From an optimization exercise on the open Yosys and OpenROAD flow, aimed at small area, a short achievable clock period and few clock cycles per item; shortcuts taken in it are not production practice. In this exercise RTL edits were held to simulation tests only and were not proved equivalent to the original. Power is estimated from default activity; no workload was simulated.

==> flow/design.v (outline; a module is shown in full before it is edited, if it fits) <==
// module wg_add: 30 lines
// module wg_addc: 29 lines
// module wg_divu: 19 lines
// module wg_sine_quarter: 2511 lines
// module wavegen: 403 lines
module wavegen (
  input  wire        clk,
  input  wire        rst,
  input  wire        cmd_valid,
  output wire        cmd_ready,
  input  wire [7:0]  cmd_op,
  input  wire [63:0] cmd_arg,
  output reg         resp_valid,
  output wire [7:0]  resp_status,
  output wire [63:0] resp_data,
  output reg         smp_valid,
  output reg  [7:0]  smp_data,
  output reg  [2:0]  smp_lanes
);
  // ...
==> flow/flow/run.sh <==
#!/bin/bash
set -euo pipefail
bash standard.sh SETUP_SLACK_MARGIN=8 \
  "BUFFER_PORTS_ARGS=-buffer_cell sky130_fd_sc_hd__buf_2" \
  finish > make_finish.log 2>&1
==> flow/standard.sh <==
#!/bin/bash
# synth_recipe.tcl (not shown) runs the flow's synth.tcl, then flattens the netlist and writes it again
# the make line also repeats each setting of config.mk as NAME=value (left out here)
make -C /OpenROAD-flow-scripts/flow DESIGN_CONFIG=/design/flow/config.mk WORK_HOME=/design/flow/orfs CLKGATE_MAP_FILE= SYNTH_SCRIPT=/design/flow/synth_recipe.tcl "${@:-finish}"
==> flow/config.mk <==
export PLATFORM = sky130hd
export DESIGN_NAME = wavegen
export DESIGN_NICKNAME = wavegen
export VERILOG_FILES = /design/flow/design.v
export SDC_FILE = /design/flow/constraint.sdc
export NUM_CORES = 4
export LEC_CHECK = 0
export CAP_MARGIN = 20
export CORE_MARGIN = 2
export CORE_UTILIZATION = 60
export CTS_CLUSTER_DIAMETER = 120
export CTS_CLUSTER_SIZE = 22
export SLEW_MARGIN = 20
export SYNTH_MEMORY_MAX_BITS = 65536
==> flow/constraint.sdc <==
create_clock -name core_clock -period 12.0 [get_ports {clk}]
set_input_delay 2.4000 -clock core_clock [delete_from_list [all_inputs] [get_ports {clk}]]
set_output_delay 2.4000 -clock core_clock [all_outputs]
set_load 0.01 [all_outputs]
==> summary.md, run 1 <==
| Metric | Value |
|---|---|
| P_clk | `just over 0.001 W` |
| Seq cells | `between 400 and 500` |
| Min Tclk post-route | `about 4.3 ns` |
| Antenna violations before repair | `6` |
| Slew Viols, Final | `0` |
| Fin crit share | `a little over a third` |
| FP Rows | `slightly above 90` |
| Fin Hold WS | `around 0.33 ns` |
| Status | `no timing/DRC/antenna violations` |
| Final GP Congestion | `around 1.0` |
| Routed vias | `between 40000 and 50000` |
| TNS Setup | `0 ns` |
| Final Instance Count excl. Fillers | `~5700` |
| GR Util met2 | `67.0%` |
| CP endpoint | `m[3]` |
| Most numerous cell in the Yosys netlist | `nand2_1` |
| Simple-Gate Fraction of Synth Area | `~22%` |
| Synth top cells by count | `nand2_1 (495), o21ai_0 (417), a21oi_1 (394), dfxtp_1 (353), nor2_1 (347)` |
| Sequential fraction of the synthesis area | `a little over 30%` |
| Bufs w/o clock | `400` |
| DIE WIDTH | `~250 microns` |
| Mean Syn Cell Area | `approximately 7.8 sq um` |
| Reg power frac | `between 50 and 60%` |
| Layout cells sized above 1 | `between 15 and 20%` |
| Instance count of the mapped netlist | `4812` |
| Global-route wire length before repair | `228000 microns` |
| Largest class | `multi-input combinational cells` |
| Area delta synth->final | `14.6%` |
| Power density over the cells | `roughly 84 mW/mm^2` |
| Final Hold Fails | `0` |
| GR Overflow Total | `0` |
| Initial Util | `around three fifths` |
| Reg2reg end | `m[3]` |
| Wire per inst | `about 28 microns` |
| CP Max Fanout | `6` |
| Synthesized area | `around 0.037 sq mm` |
| CTS resizes | `206` |
| Placed cells | `about 5500` |
| Seq/total area | `between 20% and 30%` |
| Max Used Layer | `met5` |
| Remaining antenna violation count | `0` |
Testbench counts, summed over its fixed seeds: cycles 146,743, samples 141,802.
==> module wg_add, before the edit <==
module wg_add #(parameter W = 46) (
  input  wire [W-1:0] a,
  input  wire [W-1:0] b,
  input  wire         cin,
  output wire [W-1:0] sum,
  output wire [W-1:0] cout      
);
  localparam L = (W > 32) ? 6 : (W > 16) ? 5 : (W > 8) ? 4 : 3;
  wire [W-1:0] p0 = a ^ b;
  wire [W-1:0] gg [0:L];
  wire [W-1:0] pp [0:L];
  assign gg[0] = {a[W-1:1] & b[W-1:1], (a[0] & b[0]) | (p0[0] & cin)};
  assign pp[0] = p0;
  genvar k, i;
  generate
    for (k = 0; k < L; k = k + 1) begin : lvl
      for (i = 0; i < W; i = i + 1) begin : bt
        if (i >= (1 << k)) begin : op
          assign gg[k+1][i] = gg[k][i] | (pp[k][i] & gg[k][i-(1<<k)]);
          assign pp[k+1][i] = pp[k][i] & pp[k][i-(1<<k)];
        end else begin : pass
          assign gg[k+1][i] = gg[k][i];
          assign pp[k+1][i] = pp[k][i];
        end
      end
    end
  endgenerate
  assign sum  = p0 ^ {gg[L][W-2:0], cin};
  assign cout = gg[L];
endmodule
==> module wg_divu, before the edit <==
module wg_divu (
  input  wire [44:0] opa,
  input  wire [45:0] s2,
  input  wire        cin,
  input  wire [45:23] t2,
  output wire [45:0] s,
  output wire [45:0] t,
  output wire        keep_s,
  output wire        keep_t
);
  wire [45:0] a = {1'b0, opa};
  wire [45:0] s_co;
  wg_add #(.W(46)) u_s (.a(a), .b(s2), .cin(cin), .sum(s), .cout(s_co));
  wire [45:23] t_hi;
  wg_addc #(.W(23)) u_t (.a(a[45:23]), .b(t2), .cin(s_co[22]), .sum(t_hi));
  assign t = {t_hi, s[22:0]};
  assign keep_s = ~s[45];
  assign keep_t = ~t[45];
endmodule
==> module wavegen, before the edit <==
module wavegen (
  input  wire        clk,
  input  wire        rst,
  input  wire        cmd_valid,
  output wire        cmd_ready,
  input  wire [7:0]  cmd_op,
  input  wire [63:0] cmd_arg,
  output reg         resp_valid,
  output wire [7:0]  resp_status,
  output wire [63:0] resp_data,
  output reg         smp_valid,
  output reg  [7:0]  smp_data,
  output reg  [2:0]  smp_lanes
);
  localparam [31:0] SAMPLE_RATE  = 32'd150000000;
  localparam [43:0] D            = 44'd9830400000000;    
  localparam [54:0] HALF_D       = 55'd4915200000000;    
  localparam [42:0] RESET_FREQ   = 43'd65536000000;      
  localparam [43:0] RESET_PERIOD = 44'd150;
  localparam [7:0] OP_SET_FREQ  = 8'h01;
  localparam [7:0] OP_SET_WAVE  = 8'h02;
  localparam [7:0] OP_SET_CHAN  = 8'h03;
  localparam [7:0] OP_SET_PACK  = 8'h04;
  localparam [7:0] OP_SHUTDOWN  = 8'h05;
  localparam [7:0] OP_RD_REG    = 8'h06;
  localparam [7:0] OP_SUPPLY    = 8'h10;
  localparam [7:0] OP_DEVERR    = 8'h11;
  localparam [7:0] OP_SET_INDEX = 8'h12;
  localparam [2:0] ST_OK      = 3'd0;
  localparam [2:0] ST_RANGE   = 3'd1;
  localparam [2:0] ST_ILLEGAL = 3'd3;
  localparam [2:0] ST_STOPPED = 3'd4;
  localparam [2:0] ST_BADLEN  = 3'd5;
  localparam I_IDLE  = 0;     
  localparam I_DEC   = 1;     
  localparam I_PDIV  = 2;     
  localparam I_PDONE = 3;
  localparam I_RDIV  = 4;     
  localparam I_MLOAD = 5;
  localparam I_DISP  = 6;     
  localparam I_HZ    = 7;     
  localparam I_HDBL  = 8;     
  localparam I_HADD  = 9;     
  localparam I_HDONE = 10;
  localparam I_STRM  = 11;    
  localparam NS      = 12;
  reg [42:0] freq;
  reg [43:0] period;
  reg [1:0]  wave;
  reg [1:0]  chan;
  reg        pack;
  reg [63:0] sidx;
  reg        run;
  reg [1:0]  stop_cause;
  reg        act_bank;
  reg [43:0] m;            
  reg [13:0] q;            
  reg [43:0] R;            
  reg [12:0] A;            
  reg [43:0] B;            
  reg [43:23] Bm;          
  reg        need_r, need_ab, need_q, wrap_pend;
  reg [NS-1:0] ost;
  reg [NS-1:0] nst;
  reg          nhq;
  reg        r_sh, r_div, r_pdiv, r_sB, r_sK, r_sKs, r_dbl;
  reg [7:0]  op;
  reg [63:0] X;            
  reg [2:0]  st;
  reg [6:0]  cnt;
  reg        hq;           
  reg [12:0] nleft;
  assign cmd_ready   = ost[I_IDLE];
  assign resp_status = {5'd0, st};
  assign resp_data   = X;
  wire [2:0] lanes = pack ? 3'b111 : (3'b001 << chan);
  wire [13:0] k_const  = r_sKs ? 14'd10000 : 14'd510;
  wire [45:0] k_minus_d = r_sKs ? (46'd10000 - {2'd0, D}) : (46'd510 - {2'd0, D});
  localparam [45:0] ND  = 46'd0 - {2'd0, D};
  wire [44:0] opa = r_sh ? {R, r_div & X[63]} : {1'b0, R};
  wire [45:0] s2  = r_sB  ? {2'd0, B} :
                    r_sK  ? {32'd0, k_const} :
                    r_div ? ~{2'd0, (r_pdiv ? {1'b0, freq} : period)} :
                            46'd0;
  wire [45:23] t2 = r_sB  ? {2'b11, Bm} :
                    r_sK  ? k_minus_d[45:23] : ND[45:23];
  wire [45:0] as_s, as_t;
  wire        keep_s, keep_t;    
  wg_divu u_step (.opa(opa), .s2(s2), .cin(r_div), .t2(t2),
                  .s(as_s), .t(as_t), .keep_s(keep_s), .keep_t(keep_t));
  wire [43:0] r_div_n = keep_s ? as_s[43:0] : opa[43:0];
  wire [43:0] r_mod   = keep_t ? as_t[43:0] : as_s[43:0];
  wire [13:0] qa  = r_dbl ? {q[12:0], 1'b0} : q;
  wire [13:0] qb  = r_sB ? {1'b0, A} : 14'd0;
  wire [13:0] qs0 = qa + qb;
  wire [13:0] qs1 = qa + qb + 14'd1;
  wire [13:0] q_mod = keep_t ? qs1 : qs0;
  wire [43:0] m_inc = m + 44'd1;
  wire        wrap  = (m_inc == period);
  wire        last  = (cnt == 7'd1);
  wire [63:0] X_sh  = {X[62:0], 1'b0};
  wire        hi8_nz  = |X[63:56];
  wire        fs_bad  = X[55] || (X[54:0] == 55'd0) || (X[54:0] > HALF_D);
  wire [30:0] sup_n   = X[30:0];
  wire        reg_ok  = (X[7:0] <= 8'h08) && (X[7:0] != 8'h05);
  wire [12:0] sup_len = X[12:0];
  reg  [2:0] d_st;         
  reg        d_freq, d_wave, d_chan, d_pack, d_sup, d_idx, d_rd, d_stop;
  reg  [1:0] d_cause;
  always @* begin
    d_st = ST_OK;
    d_freq = 1'b0; d_wave = 1'b0; d_chan = 1'b0; d_pack = 1'b0;
    d_sup = 1'b0; d_idx = 1'b0; d_rd = 1'b0; d_stop = 1'b0; d_cause = 2'd0;
    case (op)
      OP_SET_FREQ:
        if (hi8_nz)      d_st = ST_ILLEGAL;
        else if (!run)   d_st = ST_STOPPED;
        else if (fs_bad) d_st = ST_RANGE;
        else             d_freq = 1'b1;
      OP_SET_WAVE:
        if (|X[63:2])    d_st = ST_ILLEGAL;
        else if (!run)   d_st = ST_STOPPED;
        else             d_wave = 1'b1;
      OP_SET_CHAN:
        if ((|X[63:2]) || X[1:0] == 2'd3) d_st = ST_ILLEGAL;
        else if (!run)   d_st = ST_STOPPED;
        else             d_chan = 1'b1;
      OP_SET_PACK:
        if (|X[63:1])    d_st = ST_ILLEGAL;
        else if (!run)   d_st = ST_STOPPED;
        else             d_pack = 1'b1;
      OP_SHUTDOWN:
        if (|X)          d_st = ST_ILLEGAL;
        else begin
          d_stop  = run;
          d_cause = 2'd2;
        end
      OP_RD_REG:
        if ((|X[63:8]) || !reg_ok) d_st = ST_ILLEGAL;
        else             d_rd = 1'b1;
      OP_SUPPLY:
        if (|X[63:31])   d_st = ST_ILLEGAL;
        else if (!run)   d_st = ST_STOPPED;
        else if (sup_n < 31'd1024 || sup_n > 31'd4096) d_st = ST_BADLEN;
        else             d_sup = 1'b1;
      OP_DEVERR: begin
        d_st    = ST_STOPPED;
        d_stop  = run;
        d_cause = 2'd1;
      end
      OP_SET_INDEX:
        if (!run)        d_st = ST_STOPPED;
        else             d_idx = 1'b1;
      default:           d_st = ST_ILLEGAL;
    endcase
  end
  reg  [63:0] reg_val;
  always @* begin
    case (X[3:0])
      4'h0:    reg_val = {21'd0, freq};
      4'h1:    reg_val = {62'd0, wave};
      4'h2:    reg_val = {62'd0, chan};
      4'h3:    reg_val = {63'd0, pack};
      4'h4:    reg_val = {20'd0, period};
      4'h6:    reg_val = sidx;
      4'h7:    reg_val = {57'd0, stop_cause, 2'b00, act_bank, 1'b0, run};
      4'h8:    reg_val = {32'd0, SAMPLE_RATE};
      default: reg_val = 64'd0;
    endcase
  end
  wire [64:0] sidx_sum = {1'b0, sidx} + {52'd0, sup_len};
  always @* begin
    nst = {NS{1'b0}};
    nhq = hq;
    case (1'b1)
      ost[I_IDLE]:  nst[cmd_valid ? I_DEC : I_IDLE] = 1'b1;
      ost[I_DEC]:
        if (d_freq)     nst[I_PDIV] = 1'b1;
        else if (d_sup) nst[need_r ? I_RDIV : I_DISP] = 1'b1;
        else            nst[I_IDLE] = 1'b1;
      ost[I_PDIV]:  nst[last ? I_PDONE : I_PDIV] = 1'b1;
      ost[I_PDONE]: nst[I_IDLE] = 1'b1;
      ost[I_RDIV]:  nst[last ? I_MLOAD : I_RDIV] = 1'b1;
      ost[I_MLOAD]: nst[I_DISP] = 1'b1;
      ost[I_DISP]:
        if (need_ab || need_q) begin
          nst[I_HZ] = 1'b1;
          nhq       = !need_ab;
        end else begin
          nst[I_STRM] = 1'b1;
        end
      ost[I_HZ]:    nst[last ? I_HDONE : (X[63] ? I_HDBL : I_HZ)] = 1'b1;
      ost[I_HDBL]:  nst[X[63] ? I_HADD : (last ? I_HDONE : I_HDBL)] = 1'b1;
      ost[I_HADD]:  nst[last ? I_HDONE : I_HDBL] = 1'b1;
      ost[I_HDONE]: nst[I_DISP] = 1'b1;
      ost[I_STRM]:  nst[(nleft == 13'd1) ? I_IDLE : I_STRM] = 1'b1;
      default:      nst[I_IDLE] = 1'b1;
    endcase
  end
  always @(posedge clk) begin
    if (rst) begin
      ost        <= {{(NS-1){1'b0}}, 1'b1};
      r_sh       <= 1'b0;
      r_div      <= 1'b0;
      r_pdiv     <= 1'b0;
      r_sB       <= 1'b0;
      r_sK       <= 1'b0;
      r_sKs      <= 1'b0;
      r_dbl      <= 1'b0;
      resp_valid <= 1'b0;
      freq       <= RESET_FREQ;
      period     <= RESET_PERIOD;
      wave       <= 2'd0;
      chan       <= 2'd0;
      pack       <= 1'b0;
      sidx       <= 64'd0;
      run        <= 1'b1;
      stop_cause <= 2'd0;
      act_bank   <= 1'b0;
      need_r     <= 1'b1;
      need_ab    <= 1'b1;
      need_q     <= 1'b1;
      wrap_pend  <= 1'b0;
    end else begin
      ost        <= nst;
      r_sh       <= nst[I_PDIV] | nst[I_RDIV] | nst[I_HDBL];
      r_div      <= nst[I_PDIV] | nst[I_RDIV];
      r_pdiv     <= nst[I_PDIV];
      r_sB       <= nst[I_STRM] | (nhq & (nst[I_HZ] | nst[I_HADD]));
      r_sK       <= !nhq & (nst[I_HZ] | nst[I_HADD]);
      r_sKs      <= (wave == 2'd1);
      r_dbl      <= nst[I_HDBL];
      resp_valid <= 1'b0;
      if (ost[I_DEC]) begin
        resp_valid <= !(d_freq || d_sup);
        if (d_freq) begin
          freq    <= X[42:0];
          need_r  <= 1'b1;
          need_ab <= 1'b1;
          need_q  <= 1'b1;
        end
        if (d_sup) {wrap_pend, sidx} <= sidx_sum;
        if (d_freq || d_wave || d_chan || d_pack) act_bank <= ~act_bank;
        if (d_wave) begin
          wave <= X[1:0];
          if ((X[1:0] == 2'd1) != (wave == 2'd1)) begin
            need_ab <= 1'b1;
            need_q  <= 1'b1;
          end
        end
        if (d_chan) chan <= X[1:0];
        if (d_pack) pack <= X[0];
        if (d_stop) begin
          run        <= 1'b0;
          stop_cause <= d_cause;
        end
        if (d_idx) begin
          sidx   <= X;
          need_r <= 1'b1;
          need_q <= 1'b1;
        end
      end
      if (ost[I_PDONE]) begin
        period     <= X[43:0];
        resp_valid <= 1'b1;
      end
      if (ost[I_MLOAD]) need_r <= 1'b0;
      if (ost[I_DISP] && nst[I_STRM]) resp_valid <= 1'b1;
      if (ost[I_HDONE]) begin
        if (!hq) need_ab <= 1'b0;
        else     need_q  <= 1'b0;
      end
      if (ost[I_STRM] && nleft == 13'd1 && wrap_pend) begin
        need_r    <= 1'b1;
        need_q    <= 1'b1;
        wrap_pend <= 1'b0;
      end
    end
  end
  always @(posedge clk) begin
    if (ost[I_IDLE]) begin
      X  <= cmd_arg;
      op <= cmd_op;
    end
    if (ost[I_DEC]) begin
      st    <= d_st;
      X     <= d_rd ? reg_val : 64'd0;
      cnt   <= 7'd64;
      nleft <= sup_len;
      if (d_freq) begin
        X   <= {D, 20'd0};
        R   <= 44'd0;
        cnt <= 7'd44;
      end
      if (d_sup) begin
        X   <= sidx;
        if (need_r) R <= 44'd0;
      end
    end
    hq <= nhq;
    if (r_div) begin
      R   <= r_div_n;
      X   <= {X[62:0], keep_s};
      cnt <= cnt - 7'd1;
    end
    if (ost[I_PDONE]) X <= 64'd0;
    if (ost[I_MLOAD]) m <= R;
    if (ost[I_DISP]) begin
      if (need_ab) begin
        q   <= 14'd0;
        R   <= 44'd0;
        X   <= {freq, 21'd0};
        cnt <= 7'd43;
      end else if (need_q) begin
        q   <= 14'd0;
        R   <= 44'd0;
        X   <= {m, 20'd0};
        cnt <= 7'd44;
      end else begin
        X   <= {61'd0, lanes};
        st  <= ST_OK;
      end
    end
    if (ost[I_HZ]) begin
      if (X[63]) begin
        q <= q_mod;
        R <= r_mod;
      end
      X   <= X_sh;
      cnt <= cnt - 7'd1;
    end
    if (ost[I_HDBL]) begin
      q <= q_mod;
      R <= r_mod;
      if (!X[63]) begin
        X   <= X_sh;
        cnt <= cnt - 7'd1;
      end
    end
    if (ost[I_HADD]) begin
      q   <= q_mod;
      R   <= r_mod;
      X   <= X_sh;
      cnt <= cnt - 7'd1;
    end
    if (ost[I_HDONE] && !hq) begin
      A  <= q[12:0];
      B  <= R;
      Bm <= as_t[43:23];     
    end
    if (ost[I_STRM]) begin
      if (wrap) begin
        m <= 44'd0;
        q <= 14'd0;
        R <= 44'd0;
      end else begin
        m <= m_inc;
        q <= q_mod;
        R <= r_mod;
      end
      nleft <= nleft - 13'd1;
    end
  end
  reg        p1v, p1s, p1n;
  reg [11:0] p1x;
  reg        p2v, p2s, p2n;
  reg [7:0]  p2x;
  wire        q_neg  = (q >= 14'd5000);
  wire [13:0] q_half = q_neg ? (q - 14'd5000) : q;
  wire [13:0] q_fold = (q_half <= 14'd2500) ? q_half : (14'd5000 - q_half);
  wire        r_nz   = |R;
  wire        q_up   = (q >= 14'd255);
  reg  [7:0]  amp1;
  always @* begin
    case (wave)
      2'd0:    amp1 = q[8:1];
      2'd2:    amp1 = q_up ? 8'd255 : 8'd0;
      default: amp1 = q_up ? (q[7:0] - 8'd255) : (8'd255 - q[7:0] - {7'd0, r_nz});
    endcase
  end
  wire [6:0] sin_v;
  wg_sine_quarter u_sine (.q(p1x), .v(sin_v));
  wire [7:0] amp3 = p2s ? (p2n ? (8'd128 - p2x) : (8'd128 + p2x)) : p2x;
  always @(posedge clk) begin
    if (rst) begin
      p1v       <= 1'b0;
      p2v       <= 1'b0;
      smp_valid <= 1'b0;
    end else begin
      p1v       <= ost[I_STRM];
      p2v       <= p1v;
      smp_valid <= p2v;
    end
    p1s <= (wave == 2'd1);
    p1n <= q_neg;
    p1x <= (wave == 2'd1) ? q_fold[11:0] : {4'd0, amp1};
    p2s <= p1s;
    p2n <= p1n;
    p2x <= p1s ? {1'b0, sin_v} : p1x[7:0];
    smp_data  <= pack ? {amp3[7:5], amp3[7:5], amp3[7:6]} : amp3;
    smp_lanes <= lanes;
  end
endmodule
==> run 2, diff against run 1 <==
--- a/flow/design.v
+++ b/flow/design.v
@@ -3,34 +3,4 @@
   input  wire [W-1:0] b,
   input  wire         cin,
-  output wire [W-1:0] sum,
-  output wire [W-1:0] cout      
-);
-  localparam L = (W > 32) ? 6 : (W > 16) ? 5 : (W > 8) ? 4 : 3;
-  wire [W-1:0] p0 = a ^ b;
-  wire [W-1:0] gg [0:L];
-  wire [W-1:0] pp [0:L];
-  assign gg[0] = {a[W-1:1] & b[W-1:1], (a[0] & b[0]) | (p0[0] & cin)};
-  assign pp[0] = p0;
-  genvar k, i;
-  generate
-    for (k = 0; k < L; k = k + 1) begin : lvl
-      for (i = 0; i < W; i = i + 1) begin : bt
-        if (i >= (1 << k)) begin : op
-          assign gg[k+1][i] = gg[k][i] | (pp[k][i] & gg[k][i-(1<<k)]);
-          assign pp[k+1][i] = pp[k][i] & pp[k][i-(1<<k)];
-        end else begin : pass
-          assign gg[k+1][i] = gg[k][i];
-          assign pp[k+1][i] = pp[k][i];
-        end
-      end
-    end
-  endgenerate
-  assign sum  = p0 ^ {gg[L][W-2:0], cin};
-  assign cout = gg[L];
-endmodule
-module wg_addc #(parameter W = 23) (
-  input  wire [W-1:0] a,
-  input  wire [W-1:0] b,
-  input  wire         cin,
   output wire [W-1:0] sum
 );
@@ -39,5 +9,5 @@
   wire [W-1:0] gg [0:L];
   wire [W-1:0] pp [0:L];
-  assign gg[0] = a & b;
+  assign gg[0] = {a[W-1:1] & b[W-1:1], (a[0] & b[0]) | (p0[0] & cin)};
   assign pp[0] = p0;
   genvar k, i;
@@ -55,6 +25,5 @@
     end
   endgenerate
-  wire [W-1:0] c = {gg[L][W-2:0] | (pp[L][W-2:0] & {(W-1){cin}}), cin};
-  assign sum = p0 ^ c;
+  assign sum = p0 ^ {gg[L][W-2:0], cin};
 endmodule
 module wg_divu (
@@ -62,5 +31,5 @@
   input  wire [45:0] s2,
   input  wire        cin,
-  input  wire [45:23] t2,
+  input  wire [45:0] t2,
   output wire [45:0] s,
   output wire [45:0] t,
@@ -68,10 +37,6 @@
   output wire        keep_t
 );
-  wire [45:0] a = {1'b0, opa};
-  wire [45:0] s_co;
-  wg_add #(.W(46)) u_s (.a(a), .b(s2), .cin(cin), .sum(s), .cout(s_co));
-  wire [45:23] t_hi;
-  wg_addc #(.W(23)) u_t (.a(a[45:23]), .b(t2), .cin(s_co[22]), .sum(t_hi));
-  assign t = {t_hi, s[22:0]};
+  wg_add #(.W(46)) u_s (.a({1'b0, opa}), .b(s2), .cin(cin),  .sum(s));
+  wg_add #(.W(46)) u_t (.a({1'b0, opa}), .b(t2), .cin(1'b0), .sum(t));
   assign keep_s = ~s[45];
   assign keep_t = ~t[45];
@@ -2648,5 +2613,5 @@
   reg [12:0] A;            
   reg [43:0] B;            
-  reg [43:23] Bm;          
+  reg [43:0] Bm;           
   reg        need_r, need_ab, need_q, wrap_pend;
   reg [NS-1:0] ost;
@@ -2672,6 +2637,6 @@
                     r_div ? ~{2'd0, (r_pdiv ? {1'b0, freq} : period)} :
                             46'd0;
-  wire [45:23] t2 = r_sB  ? {2'b11, Bm} :
-                    r_sK  ? k_minus_d[45:23] : ND[45:23];
+  wire [45:0] t2  = r_sB  ? {2'b11, Bm} :
+                    r_sK  ? k_minus_d : ND;
   wire [45:0] as_s, as_t;
   wire        keep_s, keep_t;    
@@ -2936,5 +2901,5 @@
       A  <= q[12:0];
       B  <= R;
-      Bm <= as_t[43:23];     
+      Bm <= as_t[43:0];      
     end
     if (ost[I_STRM]) begin
==> summary.md, run 2 <==
| Metric | Value |
|---|---|
| Layout cells sized above 1 | `16.4% (was 16.8%)` |
| Power density over the cells | `83.5 mW/mm^2 (was 84.4 mW/mm^2)` |
| HPWL after detailed placement | `102000 microns (was 108000 microns)` |
| Most numerous cell in the Yosys netlist | `nand2_1 (unchanged)` |
| Final GP Congestion | `1.03 (was 1.05)` |
| Skew final | `0.0239 ns (was 0.0548 ns)` |
| Commonest non-fill, non-tap cell in the layout | `nand2_1 (unchanged)` |
| FP Rows | `92 (was 91)` |
| CP Launch Type | `register (unchanged)` |
| R2R Setup Slk | `7.91 ns (was 7.65 ns)` |
| Sequential fraction of the synthesis area | `31.9% (was 30.4%)` |
| DIE WIDTH | `255 microns (was 254 microns)` |
| TNS Setup | `0 ns (unchanged)` |
| Min Tclk post-route | `4.09 ns (was 4.35 ns)` |
| Vias in the first global route | `34953 (was 36371)` |
| Fin Hold WS | `0.456 ns (was 0.333 ns)` |
| CTS H-tree depth | `1 (unchanged)` |
| Worst slew margin | `20.0% (was 12.0%)` |
| DRT iter0 DRCs | `6472 (was 6453)` |
| RSZ-0062 raised after global routing | `true (unchanged)` |
| Instance count of the mapped netlist | `4719 (was 4812)` |
| Longest Clk Path Bufs | `3 (unchanged)` |
| Max VDD drop | `0.0843 mV (was 0.129 mV)` |
| Drc violations | `0 (unchanged)` |
| Yosys top cell by area | `dfxtp_1 (unchanged)` |
| Status | `no timing/DRC/antenna violations (unchanged)` |
| Antenna violations before repair | `3 (was 6)` |
| Leak | `16.8 nW (was 15.6 nW)` |
| Wire per inst | `26.8 microns (was 27.7 microns)` |
| CTS tree | `yes (unchanged)` |
| HP Class | `register to register (unchanged)` |
| Synth unique cells | `95 (was 94)` |
| Total Wirelength | `152000 microns (was 159000 microns)` |
| Layout Utilization | `69.7% (was 69.5%)` |
| Final nets | `5029 (was 5043)` |
| Fin crit share | `34.1% (was 36.2%)` |
| FMAX | `245 MHz (was 230 MHz)` |
| Max-Cap Viols | `0 (unchanged)` |
| Gr usage total | `43.7% (was 46.1%)` |
| CP required | `12.51 ns (was 12.38 ns)` |
| Mean Syn Cell Area | `8.01 sq um (was 7.76 sq um)` |
| Most frequent cells in the layout | `nand2_1 (437), nor2_1 (423), dfxtp_1 (336) (was nand2_1 (484), a21oi_1 (375), o21ai_0 (349))` |
| Critical Path AT | `4.59 ns (was 4.73 ns)` |
| Worst-margin pin slew | `1.20 ns (was 1.32 ns)` |
| Initial Util | `60.3% (was 60.6%)` |
| GR Overflow Total | `0 (unchanged)` |
| Crit. End Element | `register (unchanged)` |
| Via/cell ratio | `7.04 (was 7.18)` |
| Synth top cells by count | `nand2_1 (442), nor2_1 (435), o21ai_0 (359), a21oi_1 (354), dfxtp_1 (353) (was nand2_1 (495), o21ai_0 (417), a21oi_1 (394), dfxtp_1 (353), nor2_1 (347))` |
| Total CTS buffers | `27 (was 26)` |
| Area delta synth->final | `15.6% (was 14.6%)` |
| Remaining antenna violation count | `0 (unchanged)` |
| Clock transition at the registers of the reported paths | `0.10 ns (about the same)` |
| DRT Pass-1 Iters | `9 (was 8)` |
| # IOs | `161 (unchanged)` |
| Final Hold Fails | `0 (unchanged)` |
| Die Span Y | `255 microns (was 254 microns)` |
| Placeable Area | `0.0627 sq mm (was 0.0616 sq mm)` |
| Routed vias | `39990 (was 41062)` |
| IO Port Bufs | `155 (unchanged)` |
| Asr flop ratio synth | `0% (unchanged)` |
| Clock Latency Late Sink | `0.63 ns (was 0.65 ns)` |
| Largest regs | `X (64), sidx (64) (unchanged)` |
| Setup violators final | `0 (unchanged)` |
| FF+latch count, synth | `519 (was 496)` |
| CP Max Fanout | `59 (was 6)` |
| Dominant synthesized flop cell | `dfxtp_1 (unchanged)` |
| Global-route wire length before repair | `219000 microns (was 228000 microns)` |
| Number of synthesized flops with an enable pin | `166 (was 143)` |
| CTS Sinks | `519 (was 496)` |
| Largest net degree at the start of global routing | `91 (was 88)` |
| Synth top area share | `18.7% (was 18.9%)` |
| Synth warn | `3 (was 4)` |
| CP Class | `register to register (unchanged)` |
| Dominant cells by area after synthesis | `dfxtp_1 (19%), edfxtp_1 (13%), mux2i_1 (6.0%) (was dfxtp_1 (19%), edfxtp_1 (11%), o21ai_0 (5.6%))` |
| Placed cells | `5451 (was 5489)` |
| Final Instance Count excl. Fillers | `5684 (was 5719)` |
| Slew Viols, Final | `0 (unchanged)` |
| Synthesized area | `0.0378 sq mm (was 0.0374 sq mm)` |
| Die Area | `0.0651 sq mm (was 0.0643 sq mm)` |
| Root Driver | `clkbuf_16 (unchanged)` |
run 2: timing repair:
action / CTS / global route
hold buffers: 0 / 0
setup endpoints to repair: 247 / 172
buffers inserted: 112 / 56
gates cloned: 12 / 7
gates resized for setup: 241 / 245
pin swaps: 47 / 66
run 2: area by class of cell:
cell class	count	area (sq um)
diodes	4	10.0
clock buffers	41	728
flip-flops and latches	519	12100
repair buffers	423	3560
clock inverters	1	11.3
fillers	5187	19000
inverters	156	589
multi-input cells	3694	25700
well taps	846	1060
run 2: worst paths after layout:
| check | startpoint | endpoint | depth (start not counted) |
|---|---|---|---|
| max | X[22] | R[30] | 14 |
| min | p1v | p2v | 1 |
| max reg2reg | X[22] | R[30] | 14 |
| min reg2reg | p1v | p2v | 1 |
run 2: stage by stage:
step	setup slack [ns]	power [W]	area, sq um
after floorplan	7.98	0.00233	37900
after global placement	6.24	0.00256	39000
after detailed placement	6.14	0.00256	39000
after CTS	7.97	0.00358	42100
after global routing	7.87	0.00374	43700
final	7.91	0.00365	43700
run 2: critical path: stages (launching register included):
cell       delay (ns)
dfxtp_1          0.72
inv_1            0.16
nand4_1          0.13
buf_4            0.14
nor4_4           0.05
buf_4            0.15
a311o_1          0.25
a21oi_1          0.38
and3_2           0.30
buf_12           0.32
a21oi_1          0.10
buf_4            0.25
and3_4           0.35
a2111oi_1        0.46
o32ai_1          0.14
run 2: kinds of logic (layout without fill, tap and decap cells):
family,Yosys count,count (layout),synth area share (%)
simple gates,1517,1517,19.2
other cells,1,9,0.00992
flops,519,519,31.9
xor+xnor,221,222,5.12
compound gates,1573,1573,27.4
fa+ha+maj,133,133,4.50
mux,244,244,6.58
buf+inv,511,621,5.30
run 2: metal layers:
| metal | track usage (%) | vias up | share of wire (%) |
|---|---|---|---|
| met3 | 7.95 | 537 | 13 |
| met1 | 61.5 | 18843 | 39 |
| li1 | - | 17763 | - |
| met5 | 0 | - | 0 |
| met2 | 63.5 | 2847 | 42 |
| met4 | 23.4 | 0 | 6.3 |
run 2: report_power, final:
part	internal, W	total, W	leakage (nW)	switching [W]
Sequential	0.00186	0.00197	4.46	0.000105
Combinational	0.000243	0.000646	12.0	0.000403
Clock	0.000421	0.00104	0.355	0.000621
Testbench counts of run 2, summed over its fixed seeds: cycles 146,743, samples 141,802.

-- separate check: timing with driven ports --
The results above use ideal ports. As a check the final layouts listed here were re-extracted and re-timed, cells and wires unchanged.
Step 1 sets driving cells, clkbuf_16 on the clock port and buf_2 on the other inputs (assumed; they add their load-dependent delay and slew).
Step 2, shift: input delay + t, output delay - t, t = (earliest + latest rising clock arrival at the registers) / 2. This alone moves slack from input paths to output paths.
Slacks: ideal ports / drivers / drivers and shift; pairs: ideal ports / drivers.
| run | t (ns) | slack for setup (ns) | worst setup path at the end | slew at the worst register clock pin (ns) | cell pins on the clock port's net |
|---|---|---|---|---|---|
| run 1 | 0.689 | 7.652 / 7.652 / 7.408 | input to register | 0.11 / 0.11 | 1 |
| run 2 | 0.693 | 7.914 / 7.886 / 7.616 | input to register | 0.11 / 0.11 | 1 |
After both steps every run listed still meets setup and hold. For run 2, which loses most, drivers alone change the setup slack by -0.028 ns; drivers and shift together by -0.298 ns.
